From an optimization exercise on the open Yosys and OpenROAD flow, aimed at small area, a short achievable clock period and few clock cycles; shortcuts taken in it are not production practice.
At most, simulation tests tie the RTL to the original design; equivalence was not proved.
Power and IR drop assume default switching activity.

Design fde_enc, start of the top module:
module fde_enc (
    input  wire        clk,
    input  wire        rst,           
    input  wire [1:0]  cfg_rot,       
    input  wire        cfg_mir,
    input  wire        cfg_inv,
    input  wire        cfg_typeb,     
    input  wire        cfg_flush,     
    input  wire [31:0] cfg_addr,      
    input  wire        pix_valid,
    output wire        pix_ready,
    input  wire [31:0] pix_data,
    output wire        out_valid,
    input  wire        out_ready,
    output wire [7:0]  out_data,
    output wire        out_last,
    output wire        frame_done,
    output wire        frame_dup
);
For scale: roughly 1800 cells after synthesis, ~510 flip-flops, roughly 87 I/O pins.
==> flow/config.mk <==
export PLATFORM = sky130hd
export DESIGN_NAME = fde_enc
export DESIGN_NICKNAME = fde_enc
export VERILOG_FILES = /design/flow/design.v
export SDC_FILE = /design/flow/constraint.sdc
export NUM_CORES = 4
export LEC_CHECK = 0
export CAP_MARGIN = 20
export CORE_MARGIN = 2
export CORE_UTILIZATION = 40
export CTS_CLUSTER_DIAMETER = 150
export CTS_CLUSTER_SIZE = 30
export SLEW_MARGIN = 20
==> flow/constraint.sdc <==
create_clock -name core_clock -period 10.0 [get_ports {clk}]
set_input_delay 2.0000 -clock core_clock [delete_from_list [all_inputs] [get_ports {clk}]]
set_output_delay 2.0000 -clock core_clock [all_outputs]
set_load 0.01 [all_outputs]
standard.sh (not shown) runs the stock make flow with config.mk's settings and CLKGATE_MAP_FILE= SYNTH_SCRIPT=/design/flow/synth_recipe.tcl, a recipe that flattens the netlist after the stock synthesis.
==> flow/flow/run.sh <==
#!/bin/bash
set -euo pipefail
bash standard.sh SETUP_SLACK_MARGIN=7 'BUFFER_PORTS_ARGS=-buffer_cell sky130_fd_sc_hd__buf_1' finish > standard_flow.log 2>&1
Change:
==> flow/flow/run.sh (replaced) <==
#!/bin/bash
set -euo pipefail
bash standard.sh SETUP_SLACK_MARGIN=7 finish > standard_flow.log 2>&1
CTS_CLUSTER_DIAMETER = not set   (was 150)
CTS_CLUSTER_SIZE = not set   (was 30)
After rerunning: The new run went through all stages and came out clean; core utilization increases by 2.9 points; critical path depth shrinks by 9; via count came out higher by 1.4%; final area goes up by about 6.5%; setup slack gets better by 0.095 ns; sequential power is about the same; power increases by about 20%; synthesized area stays the same; die area stays the same.
No run of this note included a check of the RTL's function; only the layout flow was run.

---

Setup of job 3705:
Another version of the RTL of fde_enc (not shown whole).
Size: roughly 1,800 cells after synthesis, about 520 flip-flops, roughly 24,000 µm² of cells after synthesis.
export LEC_CHECK = 0
export CAP_MARGIN = 20
export CORE_MARGIN = 2
export CORE_UTILIZATION = 65
export CTS_CLUSTER_DIAMETER = 150
export CTS_CLUSTER_SIZE = 20
export SLEW_MARGIN = 20
create_clock -name core_clock -period 10.0 [get_ports {clk}]
==> flow/flow/run.sh <==
#!/bin/bash
set -euo pipefail
bash standard.sh SETUP_SLACK_MARGIN=6.7 'BUFFER_PORTS_ARGS=-buffer_cell sky130_fd_sc_hd__buf_1' finish > standard_flow.log 2>&1
Testbench counts of job 3705, summed over its fixed seeds: cycles 58,304.
For job 7006, these inputs were changed with respect to job 3705:
# job 3705
export LEC_CHECK = 0
export CAP_MARGIN = 20
export CORE_MARGIN = 2
export CORE_UTILIZATION = 65
export CTS_CLUSTER_DIAMETER = 150
export CTS_CLUSTER_SIZE = 20
export SLEW_MARGIN = 20
create_clock -name core_clock -period 10.0 [get_ports {clk}]
# job 7006
export LEC_CHECK = 0
export CAP_MARGIN = 20
export CORE_MARGIN = 2
export CORE_UTILIZATION = 65
export CTS_CLUSTER_DIAMETER = 60
export CTS_CLUSTER_SIZE = 34
export SLEW_MARGIN = 20
create_clock -name core_clock -period 10.0 [get_ports {clk}]
==> flow/flow/run.sh <==
#!/bin/bash
set -euo pipefail
bash standard.sh SETUP_SLACK_MARGIN=7 'BUFFER_PORTS_ARGS=-buffer_cell sky130_fd_sc_hd__buf_1' finish > standard_flow.log 2>&1
### Flow results
- In summary, job 7006 completed successfully, with a layout that passed the timing, design-rule and antenna checks.
- In the reports for job 7006 and job 3705, the larger post-CTS resize count belongs to job 7006.
- As far as I/O pin count goes, job 7006 and job 3705 are indistinguishable; the numbers are identical.
- Total wire length after detailed routing deteriorates in job 7006 relative to job 3705.
--- input diff job 7006..job 5057 ---
# job 7006
export LEC_CHECK = 0
export CAP_MARGIN = 20
export CORE_MARGIN = 2
export CORE_UTILIZATION = 65
export CTS_CLUSTER_DIAMETER = 60
export CTS_CLUSTER_SIZE = 34
export SLEW_MARGIN = 20
create_clock -name core_clock -period 10.0 [get_ports {clk}]
# job 5057
export LEC_CHECK = 0
export CAP_MARGIN = 20
export CORE_MARGIN = 2
export CORE_UTILIZATION = 75
export CTS_CLUSTER_DIAMETER = 150
export CTS_CLUSTER_SIZE = 20
export SLEW_MARGIN = 20
create_clock -name core_clock -period 10.0 [get_ports {clk}]
Results
Re number of cells upsized or downsized after cts: job 7006 was lower than job 5057. Post-route clock period utilization was lower in the run labelled job 7006. Compared to job 7006, job 5057 has total chip power about 4.6% lower. When job 5057 is measured against job 7006, its setup slack turns out 0.017 ns lower. Between job 7006 and job 5057, the layout inverter count without the clock tree does not differ in any meaningful way. Looking at non-clock buffer count, job 5057 sits 10 above job 7006. Going from job 7006 to job 5057, layout-stage area growth over the synthesis result went down by 1.9 points; global-route usage moved up.

---

## build 84
fde_enc, a different RTL version from the one above (not shown whole).
For scale: ~24000 um^2 of cells after synthesis.
Settings: LEC_CHECK=0, CAP_MARGIN=20, CORE_MARGIN=2, CORE_UTILIZATION=65, CTS_CLUSTER_DIAMETER=80, CTS_CLUSTER_SIZE=30, SLEW_MARGIN=20; clock period 10.0 ns.
==> flow/flow/run.sh <==
#!/bin/bash
set -euo pipefail
bash standard.sh SETUP_SLACK_MARGIN=6.85 'BUFFER_PORTS_ARGS=-buffer_cell sky130_fd_sc_hd__buf_1' finish > standard_flow.log 2>&1
Build 84 finished every step from synthesis to the final layout, and the layout passed the timing, design-rule and antenna checks.
Testbench counts of build 84, summed over its fixed seeds: cycles 58,141.
--- input diff build 84..build 88 ---
- a change of CTS_CLUSTER_SIZE from 30 to 26
- an added TNS_END_PERCENT of 20
- a change of CTS_CLUSTER_DIAMETER from 80 to 120
Results
Lower maximum clock rate among build 88 and build 84: build 88. The lower growth of design area from synthesis to finish came out of build 88. Cell area: build 88 better than build 84. Clock tree buffer count of the final layout sits higher in build 88 than in build 84. Compared with build 84, build 88 shows a post-route fraction of the period consumed by the critical path that is 1.5 points higher. Comparing minimum period implied by the final worst setup slack for build 88 and build 84, the bigger number came from build 88. Against build 84, build 88 comes in 2.5 points lower on clock share of power. Build 88 finished every stage and its layout cleared the timing, design-rule and antenna checks. Build 84: done, clean on timing, DRC and antenna. Switching part of the total power, build 88 and build 84: lower on build 88. Of build 88 and build 84, the lower wire length belongs to build 88.
What build 89 does differently from build 88 at the input level:
- a deleted TNS_END_PERCENT that had been 20
- a change of CTS_CLUSTER_SIZE from 26 to 20
- a change of CTS_CLUSTER_DIAMETER from 120 to 150
==> comparison <==
Largest stage delay on the critical path in build 89 is 0.13 ns below build 88. On net switching fraction of the power, build 89 tracks build 88 almost exactly. Build 89 does better than build 88 on final period demand of the worst path. Met2 track demand over resource in global routing in build 89 vs build 88: up 0.21 points. [compare] base=build 88 new=build 89: fraction of cell area in non-clock buffers now sits higher, portion of the layout cell area used by clock cells went up, worst setup slack picked up an extra 0.13 ns. Going from build 88 to build 89, switching power of the nets grew by a few percent. Build 89 vs. build 88: total power rose about 3%; total global routing overflow about even; met2 wire length rose 260 um.

---

fde_enc with an RTL version that a note above also has.
Size in the first run: about 1800 cells after synthesis, roughly 520 flip-flops, ~87 I/O pins, roughly 0.024 mm^2 of cells after synthesis.
==> flow/design.v (excerpt) <==
module fde_enc (
    input  wire        clk,
    input  wire        rst,           
    input  wire [1:0]  cfg_rot,       
    input  wire        cfg_mir,
    input  wire        cfg_inv,
    input  wire        cfg_typeb,     
    input  wire        cfg_flush,     
    input  wire [31:0] cfg_addr,      
    input  wire        pix_valid,
    output wire        pix_ready,
    input  wire [31:0] pix_data,
    output wire        out_valid,
    input  wire        out_ready,
    output wire [7:0]  out_data,
    output wire        out_last,
    output wire        frame_done,
    output wire        frame_dup
);
    reg          trn;            
    reg          rrev;           
    reg          desc;           
    reg          inv, typeb, flush;
    reg  [31:0]  addr;
    reg          flip_wr;        
    reg          typeb_rd, desc_rd, flush_rd, flip_rd;
    reg  [7:0]   addr3_rd;       
    reg          pix_rdy;
    reg          in_wait;        
    reg  [7:0]   idx;
    wire         fire0 = pix_valid & pix_rdy;
    wire         first0 = (idx == 8'd0);
    wire         rr0 = first0 ? cfg_rot[1] : rrev;
    wire         fl0 = first0 ? cfg_rot[1] ^ flip_rd : flip_wr;
    wire [3:0]   row0 = (trn ? idx[3:0] : idx[7:4]) ^ {4{rr0}} ^ {fl0, 3'b000};
    reg          v1, last1;
    reg  [3:0]   row1;
  ...
Settings: LEC_CHECK=0, CAP_MARGIN=20, CORE_MARGIN=2, CORE_UTILIZATION=65, CTS_CLUSTER_DIAMETER=150, CTS_CLUSTER_SIZE=20, SLEW_MARGIN=20; clock period 10.0 ns.
==> flow/flow/run.sh <==
#!/bin/bash
set -euo pipefail
bash standard.sh SETUP_SLACK_MARGIN=7.5 'BUFFER_PORTS_ARGS=-buffer_cell sky130_fd_sc_hd__buf_1' finish > standard_flow.log 2>&1
Testbench counts at the start, summed over its fixed seeds: cycles 58,304.
Rerun with:
==> flow/flow/run.sh (replaced) <==
#!/bin/bash
set -euo pipefail
bash standard.sh SETUP_SLACK_MARGIN=7 finish > standard_flow.log 2>&1
Settings changed: CORE_UTILIZATION 65 to 40, CTS_CLUSTER_DIAMETER 150 to unset, CTS_CLUSTER_SIZE 20 to unset.
Sequential cell count stays the same.
Critical path depth stays the same.
Worst setup slack got worse by 49 ps.
Clock-buffer cell count climbs by 16.
Maximum frequency came out lower slightly.
Rerun with:
==> flow/flow/run.sh (replaced) <==
#!/bin/bash
set -euo pipefail
bash standard.sh SETUP_SLACK_MARGIN=6.85 'BUFFER_PORTS_ARGS=-buffer_cell sky130_fd_sc_hd__buf_1' finish > standard_flow.log 2>&1
Settings changed: CORE_UTILIZATION 40 to 65, CTS_CLUSTER_DIAMETER set to 150, CTS_CLUSTER_SIZE set to 20.
Effect:
- The changed run ran to the end with no violations
- clock-buffer cell count went down by 18
- clock power went down by 40%
- final area went down by 8.3%
- hold slack loses 34 ps
- total power went down by 15%
- via count went down by 1.4%
- cell count went down by 14%
- synthesized cell count stays the same
- area after synthesis is unchanged
Rerun with:
==> flow/flow/run.sh (replaced) <==
#!/bin/bash
set -euo pipefail
bash standard.sh SETUP_SLACK_MARGIN=7 'BUFFER_PORTS_ARGS=-buffer_cell sky130_fd_sc_hd__buf_1' finish > standard_flow.log 2>&1
Result: Synthesized cell count stays the same; core utilization goes up by 0.83 points; setup slack improved by 17 ps.

==> what the ideal ports hide <==
How much do the figures lean on ideal ports? The routed layouts below were timed once more, with nothing changed but the port constraints. Step 1, drivers: a clkbuf_16 drives clk and a buf_2 each remaining input, both assumed. Step 2 moves the port delays by t, midway between the first and last clock arrival at a register: inputs arrive t later, outputs are due t later. That takes back most of the time a late clock gives input paths. Three values: ideal, step 1, step 2; two values: the first two.
run | t, ns | setup slack, ns | worst setup path at the end | latest minus earliest clock arrival (ns) | worst data-port slew with drivers (ns)
the first run of note 1 | 0.622 | 6.729 / 6.766 / 6.144 | input to register | 0.021 / 0.020 | 0.11
the second run of note 1 | 0.657 | 6.824 / 6.766 / 6.186 | input to register | 0.056 / 0.056 | 0.06
job 3705 | 0.665 | 6.756 / 6.756 / 6.172 | input to register | 0.024 / 0.024 | 0.10
job 7006 | 0.615 | 6.880 / 6.824 / 6.612 | input to register | 0.036 / 0.036 | 0.11
job 5057 | 0.641 | 6.863 / 6.808 / 6.608 | input to register | 0.037 / 0.038 | 0.09
build 84 | 0.644 | 6.884 / 6.830 / 6.391 | input to register | 0.034 / 0.034 | 0.10
build 88 | 0.637 | 6.730 / 6.673 / 6.390 | input to register | 0.031 / 0.031 | 0.08
build 89 | 0.651 | 6.860 / 6.806 / 6.400 | input to register | 0.039 / 0.039 | 0.10
the first run of note 4 | 0.663 | 6.862 / 6.808 / 6.862 | input to register | 0.039 / 0.039 | 0.06
the second run of note 4 | 0.681 | 6.814 / 6.750 / 6.366 | input to register | 0.051 / 0.051 | 0.06
the third run of note 4 | 0.655 | 6.840 / 6.785 / 6.393 | input to register | 0.052 / 0.053 | 0.10
the fourth run of note 4 | 0.663 | 6.857 / 6.800 / 6.623 | input to register | 0.060 / 0.060 | 0.11
After both steps every run listed still meets setup and hold. The setup slack of the second run of note 1, which loses most, moves by -0.058 ns with the drivers and by -0.638 ns with both steps.
